Source: an optimization exercise on an open RTL-to-GDS flow (aim: small area, a short achievable clock period and few clock cycles). Production flows keep margins and buffers that such runs may drop. Only simulation tests tie the RTL to the original design; equivalence was not proved. Power and IR drop assume default switching activity.

`design.v`:
```
module trpx_terse_enc (
    input  wire        clk,
    input  wire        rst,
    input  wire        start,
    output wire        start_ready,
    input  wire [6:0]  cfg_block,     
    input  wire        cfg_signed,    
    input  wire [6:0]  cfg_pb,        
    input  wire [15:0] cfg_n,         
    input  wire        in_valid,
    output wire        in_ready,
    input  wire [31:0] in_data,
    output wire        out_valid,
    input  wire        out_ready,
    output wire [31:0] out_data,
    output wire        out_last,
    output reg         done,
    output reg  [1:0]  done_err,      
    output reg  [21:0] done_bits      
);
    function [5:0] bitlen32;
        input [31:0] x;
        integer k;
        begin
            bitlen32 = 6'd0;
            for (k = 0; k < 32; k = k + 1)
                if (x[k]) bitlen32 = k[5:0] + 6'd1;
        end
    endfunction
    function [31:0] lowmask;
        input [5:0] w;
        begin
            lowmask = (w[5]) ? 32'hFFFF_FFFF : ((32'd1 << w[4:0]) - 32'd1);
        end
    endfunction
    reg         start_rdy_r;
    reg         in_rdy_r;
    reg         i_act;           
    reg         i_sgn;
    reg  [5:0]  i_pb;
    reg  [5:0]  i_blk;
    reg  [15:0] i_frm_left;      
    reg  [5:0]  i_blk_left;      
    reg         i_bfirst;        
    reg         i_ffirst;        
    reg  [31:0] orbits;
    reg         i_bad;
    reg  [5:0]  wr_ptr;
    assign start_ready = start_rdy_r;
    assign in_ready    = in_rdy_r;
    wire start_fire = start && start_rdy_r;
    wire in_fire    = in_valid && in_rdy_r;
    wire [31:0] m_pb   = lowmask(i_pb);
    wire [31:0] m_pb1  = lowmask(i_pb - 6'd1);
    wire        lg_uns = ~|(in_data & ~m_pb);
    wire        lg_sgn = (~|(in_data & ~m_pb1)) | (&(in_data | m_pb1));
    wire        in_legal = i_sgn ? lg_sgn : lg_uns;
    wire [31:0] in_mag = (i_sgn && in_data[31]) ? (32'd0 - in_data) : in_data;
    wire        blk_end  = (i_blk_left == 6'd1);
    wire        frm_end  = (i_frm_left == 16'd1);
    wire        bad_now  = (i_bad & ~i_bfirst) | ~in_legal;      
    wire        close_fire = in_fire && blk_end;
    wire        frame_over = close_fire && (frm_end || bad_now);
    wire        cfg_bad_b  = (cfg_block == 7'd0) || (cfg_block > 7'd32);
    wire        cfg_bad_pb = (cfg_pb == 7'd0) || (cfg_pb > 7'd32);
    wire        cfg_empty  = cfg_bad_b || cfg_bad_pb || (cfg_n == 16'd0);
    wire [1:0]  cfg_err    = cfg_bad_b ? 2'd1 : cfg_bad_pb ? 2'd2 : 2'd0;
    wire [15:0] blk16      = {10'd0, cfg_block[5:0]};
    wire [5:0]  cfg_first_n = (cfg_n < blk16) ? cfg_n[5:0] : cfg_block[5:0];
    wire [15:0] frm_left_after = i_frm_left - 16'd1;
    wire [5:0]  next_blk_n = (frm_left_after < {10'd0, i_blk}) ? frm_left_after[5:0] : i_blk;
    reg         c_vld;
    reg         c_end;           
    reg  [1:0]  c_err;
    reg         c_bad;
    reg         c_last;
    reg         c_first;
    reg  [5:0]  c_n;
    reg  [5:0]  c_prev;
    wire [5:0]  or_len = bitlen32(orbits);
    wire [6:0]  s_sgn  = {1'b0, or_len} + 7'd1;
    wire [5:0]  c_s    = (orbits == 32'd0) ? 6'd0 :
                         !i_sgn ? or_len :
                         (s_sgn > {1'b0, i_pb}) ? i_pb : s_sgn[5:0];
    wire [5:0]  c_pv   = c_first ? 6'd0 : c_prev;
    wire [1:0]  c_ht   = (c_s == c_pv) ? 2'd0 :
                         (c_s < 6'd7)  ? 2'd1 :
                         (c_s < 6'd10) ? 2'd2 : 2'd3;
    reg  [1:0]  q_kind [0:1];
    reg  [5:0]  q_s    [0:1];
    reg  [1:0]  q_ht   [0:1];
    reg  [5:0]  q_n    [0:1];
    reg         q_last [0:1];
    reg  [1:0]  q_err  [0:1];
    reg         q_wp, q_rp;
    reg  [1:0]  q_cnt;
    wire        h_vld  = (q_cnt != 2'd0);
    wire [1:0]  h_kind = q_kind[q_rp];
    wire [5:0]  h_s    = q_s[q_rp];
    wire [1:0]  h_ht   = q_ht[q_rp];
    wire [5:0]  h_n    = q_n[q_rp];
    wire        h_last = q_last[q_rp];
    wire [1:0]  h_err  = q_err[q_rp];
    reg  [31:0] vbuf [0:31];
    reg  [5:0]  rd_ptr;
    always @(posedge clk) begin
        if (in_fire)
            vbuf[wr_ptr[4:0]] <= in_data;
    end
    reg  [4:0]  e_k;             
    reg         f_vld;
    reg  [43:0] f_data;
    reg  [5:0]  f_len;
    reg         f_end;
    reg  [1:0]  f_err;
    wire        f_acc;           
    wire        f_free = !f_vld || f_acc;
    wire        e_go   = h_vld && f_free;
    wire        e_hdr  = (e_k == 5'd0) && (h_kind == 2'd0);
    wire        e_lastv = ({1'b0, e_k} + 6'd1 == h_n);
    wire        e_skip = (h_kind != 2'd0) || (h_s == 6'd0);    
    wire        e_pop  = e_go && (e_skip || e_lastv);
    wire [31:0] e_v    = vbuf[rd_ptr[4:0]] & lowmask(h_s);
    reg  [11:0] e_h;
    reg  [3:0]  e_hl;
    always @(*) begin
        case (h_ht)
            2'd0: begin e_h = 12'd1;                               e_hl = 4'd1;  end
            2'd1: begin e_h = {8'd0, h_s[2:0], 1'b0};              e_hl = 4'd4;  end
            2'd2: begin e_h = {6'd0, h_s[1:0] - 2'd3, 4'b1110};    e_hl = 4'd6;  end
            default: begin e_h = {h_s - 6'd10, 6'b111110};         e_hl = 4'd12; end
        endcase
    end
    reg  [43:0] e_data;
    always @(*) begin
        if (!e_hdr)
            e_data = {12'd0, e_v};
        else case (h_ht)
            2'd0:    e_data = {11'd0, e_v, 1'b1};
            2'd1:    e_data = {8'd0, e_v, e_h[3:0]};
            2'd2:    e_data = {6'd0, e_v, e_h[5:0]};
            default: e_data = {e_v, e_h};
        endcase
    end
    wire        e_isblk = (h_kind == 2'd0);
    wire [5:0]  e_len   = !e_isblk ? 6'd0 : (h_s + (e_hdr ? {2'd0, e_hl} : 6'd0));
    wire        e_end   = !e_isblk || (h_last && (e_skip || e_lastv));
    wire [1:0]  e_err   = (h_kind == 2'd1) ? 2'd3 : (h_kind == 2'd2) ? h_err : 2'd0;
    reg  [74:0] acc;
    reg  [6:0]  cnt;
    reg         flushing;
    reg  [1:0]  p_err;
    reg  [21:0] p_bits;
    wire   f_bits    = f_vld && (f_len != 6'd0);
    wire   c_gt32    = cnt[6] || (cnt[5] && cnt[4:0] != 5'd0);
    wire   c_eq32    = !cnt[6] && cnt[5] && cnt[4:0] == 5'd0;
    assign out_valid = flushing ? (cnt != 7'd0) : (c_gt32 || (c_eq32 && f_bits));
    assign out_data  = acc[31:0];
    assign out_last  = flushing && (cnt <= 7'd32);
    wire   pop       = out_valid && out_ready;
    wire   fin       = flushing && (cnt == 7'd0 || (pop && cnt <= 7'd32));
    assign f_acc = f_vld && !flushing &&
                   (!f_bits || !(cnt[6] || cnt[5]) || (!cnt[6] && out_ready));
    wire [74:0] acc_sh  = pop ? {32'd0, acc[74:32]} : acc;
    wire [74:0] f_sh    = {31'd0, f_data} << cnt[4:0];
    wire [74:0] acc_nx  = acc_sh | (f_acc ? f_sh : 75'd0);
    wire [6:0]  cnt_sh  = pop ? (cnt - 7'd32) : cnt;
    wire [6:0]  cnt_nx  = cnt_sh + (f_acc ? {1'b0, f_len} : 7'd0);
    wire [5:0]  wr_ptr_nx = wr_ptr + (in_fire ? 6'd1 : 6'd0);
    wire [5:0]  occ_cons  = wr_ptr_nx - rd_ptr;             
    wire        c_vld_nx  = close_fire || (start_fire && cfg_empty);
    wire [2:0]  qo_cons   = {1'b0, q_cnt} + {2'd0, c_vld} + {2'd0, c_vld_nx};
    reg         i_act_nx;
    reg  [5:0]  i_blk_left_nx;
    always @(*) begin
        i_act_nx      = i_act;
        i_blk_left_nx = i_blk_left;
        if (start_fire) begin
            i_act_nx      = !cfg_empty;
            i_blk_left_nx = cfg_first_n;
        end else if (in_fire) begin
            if (frame_over)
                i_act_nx = 1'b0;
            if (blk_end)
                i_blk_left_nx = next_blk_n;
            else
                i_blk_left_nx = i_blk_left - 6'd1;
        end
    end
    always @(posedge clk) begin
        if (rst) begin
            start_rdy_r <= 1'b1;
            in_rdy_r    <= 1'b0;
            i_act       <= 1'b0;
            i_sgn       <= 1'b0;
            i_pb        <= 6'd16;
            i_blk       <= 6'd12;
            i_frm_left  <= 16'd0;
            i_blk_left  <= 6'd0;
            i_bfirst    <= 1'b1;
            i_ffirst    <= 1'b1;
            orbits      <= 32'd0;
            i_bad       <= 1'b0;
            wr_ptr      <= 6'd0;
            c_vld       <= 1'b0;
            c_end       <= 1'b0;
            c_err       <= 2'd0;
            c_bad       <= 1'b0;
            c_last      <= 1'b0;
            c_first     <= 1'b0;
            c_n         <= 6'd0;
            c_prev      <= 6'd0;
            q_wp        <= 1'b0;
            q_rp        <= 1'b0;
            q_cnt       <= 2'd0;
            rd_ptr      <= 6'd0;
            e_k         <= 5'd0;
            f_vld       <= 1'b0;
            f_data      <= 44'd0;
            f_len       <= 6'd0;
            f_end       <= 1'b0;
            f_err       <= 2'd0;
            acc         <= 75'd0;
            cnt         <= 7'd0;
            flushing    <= 1'b0;
            p_err       <= 2'd0;
            p_bits      <= 22'd0;
            done        <= 1'b0;
            done_err    <= 2'd0;
            done_bits   <= 22'd0;
        end else begin
            i_act      <= i_act_nx;
            i_blk_left <= i_blk_left_nx;
            in_rdy_r   <= i_act_nx && !occ_cons[5] &&
                          (i_blk_left_nx != 6'd1 || qo_cons < 3'd2);
            start_rdy_r <= !i_act_nx && qo_cons < 3'd2;
            if (start_fire) begin
                i_sgn      <= cfg_signed;
                i_pb       <= cfg_pb[5:0];
                i_blk      <= cfg_block[5:0];
                i_frm_left <= cfg_n;
                i_bfirst   <= 1'b1;
                i_ffirst   <= 1'b1;
            end else if (in_fire) begin
                i_frm_left <= i_frm_left - 16'd1;
                i_bfirst   <= blk_end;
                if (blk_end) i_ffirst <= 1'b0;
            end
            if (in_fire) begin
                wr_ptr <= wr_ptr + 6'd1;
                orbits <= (i_bfirst ? 32'd0 : orbits) | in_mag;
                i_bad  <= bad_now;
            end
            c_vld <= c_vld_nx;
            if (start_fire) begin
                c_end <= 1'b1;
                c_err <= cfg_err;
            end else if (in_fire) begin
                c_end   <= 1'b0;
                c_bad   <= bad_now;
                c_last  <= frm_end;
                c_first <= i_ffirst;
                c_n     <= (i_bfirst ? 6'd0 : c_n) + 6'd1;
            end
            if (c_vld && !c_end && !c_bad)
                c_prev <= c_s;
            if (c_vld) begin
                q_kind[q_wp] <= c_end ? 2'd2 : c_bad ? 2'd1 : 2'd0;
                q_s[q_wp]    <= (c_end || c_bad) ? 6'd0 : c_s;
                q_ht[q_wp]   <= c_ht;
                q_n[q_wp]    <= c_n;
                q_last[q_wp] <= c_last;
                q_err[q_wp]  <= c_err;
                q_wp         <= ~q_wp;
            end
            if (e_pop)
                q_rp <= ~q_rp;
            q_cnt <= q_cnt + (c_vld ? 2'd1 : 2'd0) - (e_pop ? 2'd1 : 2'd0);
            if (e_go) begin
                if (e_skip)
                    rd_ptr <= rd_ptr + (h_kind == 2'd2 ? 6'd0 : h_n);
                else
                    rd_ptr <= rd_ptr + 6'd1;
                e_k <= e_pop ? 5'd0 : e_k + 5'd1;
            end
            if (f_free) begin
                f_vld  <= e_go;
                f_data <= e_data;
                f_len  <= e_len;
                f_end  <= e_end;
                f_err  <= e_err;
            end
            done <= fin;
            if (fin) begin
                done_err  <= p_err;
                done_bits <= p_bits;
            end
            if (fin) begin
                acc      <= 75'd0;
                cnt      <= 7'd0;
                flushing <= 1'b0;
                p_bits   <= 22'd0;
            end else begin
                acc <= acc_nx;
                cnt <= cnt_nx;
                if (f_acc) begin
                    p_bits <= p_bits + {16'd0, f_len};
                    if (f_end) begin
                        flushing <= 1'b1;
                        p_err    <= f_err;
                    end
                end
            end
        end
    end
endmodule
```
`run.sh`:
```
#!/bin/bash
# synth_recipe.tcl (not shown) runs the flow's synth.tcl, then flattens the netlist and writes it again
# the make line also repeats each setting of config.mk as NAME=value (left out here)
make -C /OpenROAD-flow-scripts/flow DESIGN_CONFIG=/design/flow/config.mk WORK_HOME=/design/flow/orfs CLKGATE_MAP_FILE= SYNTH_SCRIPT=/design/flow/synth_recipe.tcl finish
```
`config.mk`:
```
export PLATFORM = sky130hd
export DESIGN_NAME = trpx_terse_enc
export DESIGN_NICKNAME = trpx_terse_enc
export VERILOG_FILES = /design/flow/design.v
export SDC_FILE = /design/flow/constraint.sdc
export NUM_CORES = 4
export LEC_CHECK = 0
export CAP_MARGIN = 20
export CORE_MARGIN = 5
export CORE_UTILIZATION = 40
export PLACE_DENSITY = 0.6
export SLEW_MARGIN = 20
```
`constraint.sdc`:
```
create_clock -name core_clock -period 8.0 [get_ports {clk}]
set_input_delay 1.6000 -clock core_clock [delete_from_list [all_inputs] [get_ports {clk}]]
set_output_delay 1.6000 -clock core_clock [all_outputs]
set_load 0.01 [all_outputs]
```
==> flow_metrics.tcl <==
set metrics [dict create \
    num_vias 39945 \
    cp_cell_sequence "or3_1 -> a221o_1 -> a21oi_1 -> nor2_1 -> nor3_1 -> ha_1 -> o21ai_0 -> nor2_1 -> xnor2_1 -> nor2_1 -> ha_1 -> and3_1 -> a21boi_0 -> o21a_1 -> a211o_1 -> or4_1 -> nand3_1 -> or4b_2 -> nand3_1 -> a31oi_1" \
    ff2ff_path_depth 20 \
    drv_cap 0 \
    drt_iter0_drc 4532 \
    track_usage_pct 21.02 \
    portBuffers 128 \
    cts_hold_buffers 0 \
    worst_path_max_delay_cell "or4b_2" \
    path_clk_slew_ns 0.06 \
    fmax_mhz 180.0 \
    finalSetupViolCount 0 \
    p_switching_mw 7.678 \
    final_area_um2 70740 \
    ys_top_cells_by_area "edfxtp_1, mux4_2, dfxtp_1, nand2_1, nor2_1" \
    finClkSkew_ns 0.05201 \
    async_flop_share_pct 0 \
    die_h_um 405.3 \
    required_ns 8.49 \
    status "complete, no violations" \
    routedWlPerCell_um 26.03 \
    ys_warn_count 1 \
    grt_pass1_wl_mm 259.6 \
    startpoint_type "flip-flop" \
    worst_slew_pin_slew_ns 1.200 \
    drt-total-wl_mm 175.5 \
    period_minus_slack_ns 5.557 \
    nNetsFinal 4733 \
    synthCells 4506 \
    clockPowerShare_pct 28.9 \
    syn_nets 4662 \
    antenna_left 0 \
    first_pass_iters 6 \
    combPwrFrac_pct 33.2 \
    grt_setup_unrepaired "no" \
    peakVddDrop_uv 250.7 \
    synthDominantCellAreaShare_pct 51.02 \
    place_area_um2 66240 \
    cts_tree "built" \
    whs_path_depth 0 \
    start_util_pct 40.11 \
    critical_path_depth 20 \
    clock_latency_ns 0.77 \
    hpwl_mm 110.6 \
    arrival_ns 6.05 \
    overflow 0 \
    slew_violations 0 \
    p_per_area_nw_per_um2 314.0 \
    critPathMaxStageDelay_ns 0.61 \
    grt_pass1_vias 38694 \
    critPathKind "reg2reg" \
    finalCritPeriodShare_pct 69.46 \
    cts_sinks 1367 \
    gp_congestion 0.9015 \
    p_seq_share_pct 37.9 \
    synth_top_area_cell "edfxtp_1" \
    crit_family "simple AND/OR/NAND/NOR gates" \
    synth_edf_count 1062 \
    drive_gt1_share_pct 16.57 \
    syn_area_um2 62500 \
    hold_viol_final 0 \
    p_leak_nw 22.52 \
    htree_levels 4 \
    slew_headroom_pct 19.81 \
    numCtsBuffers 143 \
    hold_class "reg2reg" \
    viasPerCell 5.924 \
    path_buf_inv 0 \
    fp-row-count 145 \
    ys.flop_type "edfxtp_1" \
    ys_seq_elements 1367 \
    post-cts-setup-buffers 0 \
    fin_tns_setup_ns 0 \
    root_buffer "clkbuf_16" \
    io_pins 129 \
    die_w_um 405.3 \
    die_area_um2 164300 \
    grt_max_degree 80 \
    core_um2 155800 \
    ys_types 102 \
    grt_antenna_before_repair 2 \
    end_kind "flip-flop" \
    cp_max_fo 8 \
    clockBufferDepth 3 \
    cts_resized 0 \
    crit_path_frequent_cell "nor2_1" \
    drcViolationCount 0 \
    yosysSeqAreaShare_pct 60.79 \
    syn-mean-instance-area_um2 13.87 \
    area_growth_pct 13.17 \
    p_int_mw 14.53 \
    swShare_pct 34.57 \
]
==> per-stage QoR <==
stage | util [%] | setup slack, ns | instances | hold slack (ns) | power, mW
after CTS | 45.39 | 2.479 | 6740 | 0.4292 | 22.28
after global routing | 45.39 | 1.953 | 6740 | 0.4547 | 23.22
final | 45.39 | 2.443 | 6743 | 0.4439 | 22.21
after detailed placement | 42.50 | 2.500 | 6490 | 0.4445 | 15.87
after floorplan | - | 3.099 | 4506 | 0.4259 | 13.57
after global placement | 42.45 | 2.062 | 6486 | 0.4375 | 15.86
==> layout make-up <==
type,count,area [µm²]
Timing Repair Buffer,247,2253
Antenna cell,3,7.507
Multi-Input combinational cell,2726,23040
Clock inverter,64,685.7
Clock buffer,186,3811
Fill cell,13723,85110
Sequential cell,1367,38020
Inverter,92,345.3
Tap cell,2058,2575
==> power groups by stage <==
stage,Combinational [mW],Clock [mW],Sequential (mW)
floorplan,5.32,0,8.26
global route,7.91,6.84,8.47
global placement,7.29,0,8.57
finish,7.37,6.41,8.42
CTS,7.32,6.54,8.43
detailed placement,7.29,0,8.58
==> state kept, by name, summed over array words and instances (netlist names), 7 cells and up, named ones only <==
name / count
orbits: 32
done_bits: 22
p_bits: 22
f_data: 44
q_s: 12
i_frm_left: 16
acc: 75
cnt: 7
vbuf: 1024
q_n: 12
==> cell usage after synthesis, types with 8 or more instances <==
library cell  count
a221o_1          10
buf_1            43
a21o_1           21
a221oi_1         23
a311oi_1         11
a21oi_1         206
o21ai_0         129
nand4_1          22
nand3_1          76
clkbuf_1        191
buf_2            49
o2111ai_1        15
buf_4            34
nor4_1           30
o21a_1           10
ha_1             84
nor2b_1          25
nor3_1           54
mux2i_1         127
nand2_1         402
a22oi_1          89
and2_1           30
edfxtp_1       1062
o211ai_1         30
inv_1            88
a31oi_1          56
o22ai_1          30
or3b_2            8
xnor2_1          82
nand2b_1         20
or2_2            14
or3_1            20
mux4_2          355
or4_1            16
xor2_1           47
nand3b_1         12
a211oi_1         47
nor3b_1          10
o221ai_1         18
and3_1           25
nor2_1          395
dfxtp_1         305
o31ai_1          17
mux2_2           12
==> per-layer routing <==
layer | up-vias | wire (µm) | GRT usage, %
li1 | 17652 | - | -
met1 | 20477 | 75830 | 29.64
met2 | 1581 | 84500 | 34.27
met3 | 235 | 11730 | 3.436
met4 | 0 | 3461 | 5.169
met5 | - | 0 | 0
==> path summary, 6_finish.rpt <==
check	from	endpoint	slack, ns
worst max-delay path	orbits[11]	q_ht[1][0]	2.44
worst min-delay path	c_err[0]	q_err[1][0]	0.44
worst max register to register	orbits[11]	q_ht[1][0]	2.44
worst min register to register	c_err[0]	q_err[1][0]	0.44
==> placed cells by master (no fill, tap or decap), types with 17 or more instances in the layout <==
cell type and n:
a211oi_1 47, a21o_1 21, a21oi_1 205, a221oi_1 23, a22oi_1 89, a31oi_1 56, and2_1 29, and3_1 25
buf_4 113, clkbuf_1 37, clkbuf_16 144, clkdlybuf4s50_1 126, clkinv_1 31, dfxtp_1 295, edfxtp_1 1062, ha_1 84
inv_1 88, mux2i_1 125, mux4_2 355, nand2_1 399, nand2b_1 20, nand3_1 76, nand4_1 22, nor2_1 362
nor2_4 32, nor2b_1 24, nor3_1 54, nor4_1 29, o211ai_1 30, o21ai_0 129, o221ai_1 18, o22ai_1 30
o31ai_1 17, or3_1 20, xnor2_1 82, xor2_1 47
==> logic make-up (layout without fill, tap and decap cells) <==
| group | Yosys count | count (layout) | share of synthesized area (%) |
|---|---|---|---|
| XOR/XNOR | 129 | 129 | 1.808 |
| flip-flops | 1367 | 1367 | 60.79 |
| adder cells (fa/ha/maj) | 91 | 91 | 1.858 |
| multiplexers | 495 | 495 | 15.07 |
| buffers and inverters | 413 | 589 | 2.821 |
| AO/OA/AOI/OAI | 824 | 824 | 8.932 |
| AND/OR/NAND/NOR | 1187 | 1187 | 8.726 |
| other | 0 | 3 | 0 |
Testbench counts, summed over its fixed seeds: cycles 9,321.

==> port drivers added, routing unchanged <==
The results above use ideal ports. As a check the final layout listed here was re-extracted and re-timed, cells and wires unchanged.
Step 1 (the two cells are an assumption about what drives the block):
set clk [get_ports {clk}]
set_driving_cell -lib_cell sky130_fd_sc_hd__clkbuf_16 $clk
set_driving_cell -lib_cell sky130_fd_sc_hd__buf_2 [delete_from_list [all_inputs] $clk]
Step 2 moves the port delays by t, midway between the first and last clock arrival at a register: inputs arrive t later, outputs are due t later. That takes back most of the time a late clock gives input paths.
Three values: no drivers, after step 1, after step 2; two values: the first two.
shift t [ns]: 0.836
setup slack, ns: 2.443 / 2.443 / 2.443
hold WS [ns]: 0.444 / 0.444 / 0.444
After both steps setup and hold are still met in this run. The setup slack of this run moves by 0.000 ns with the drivers and by 0.000 ns with both steps.
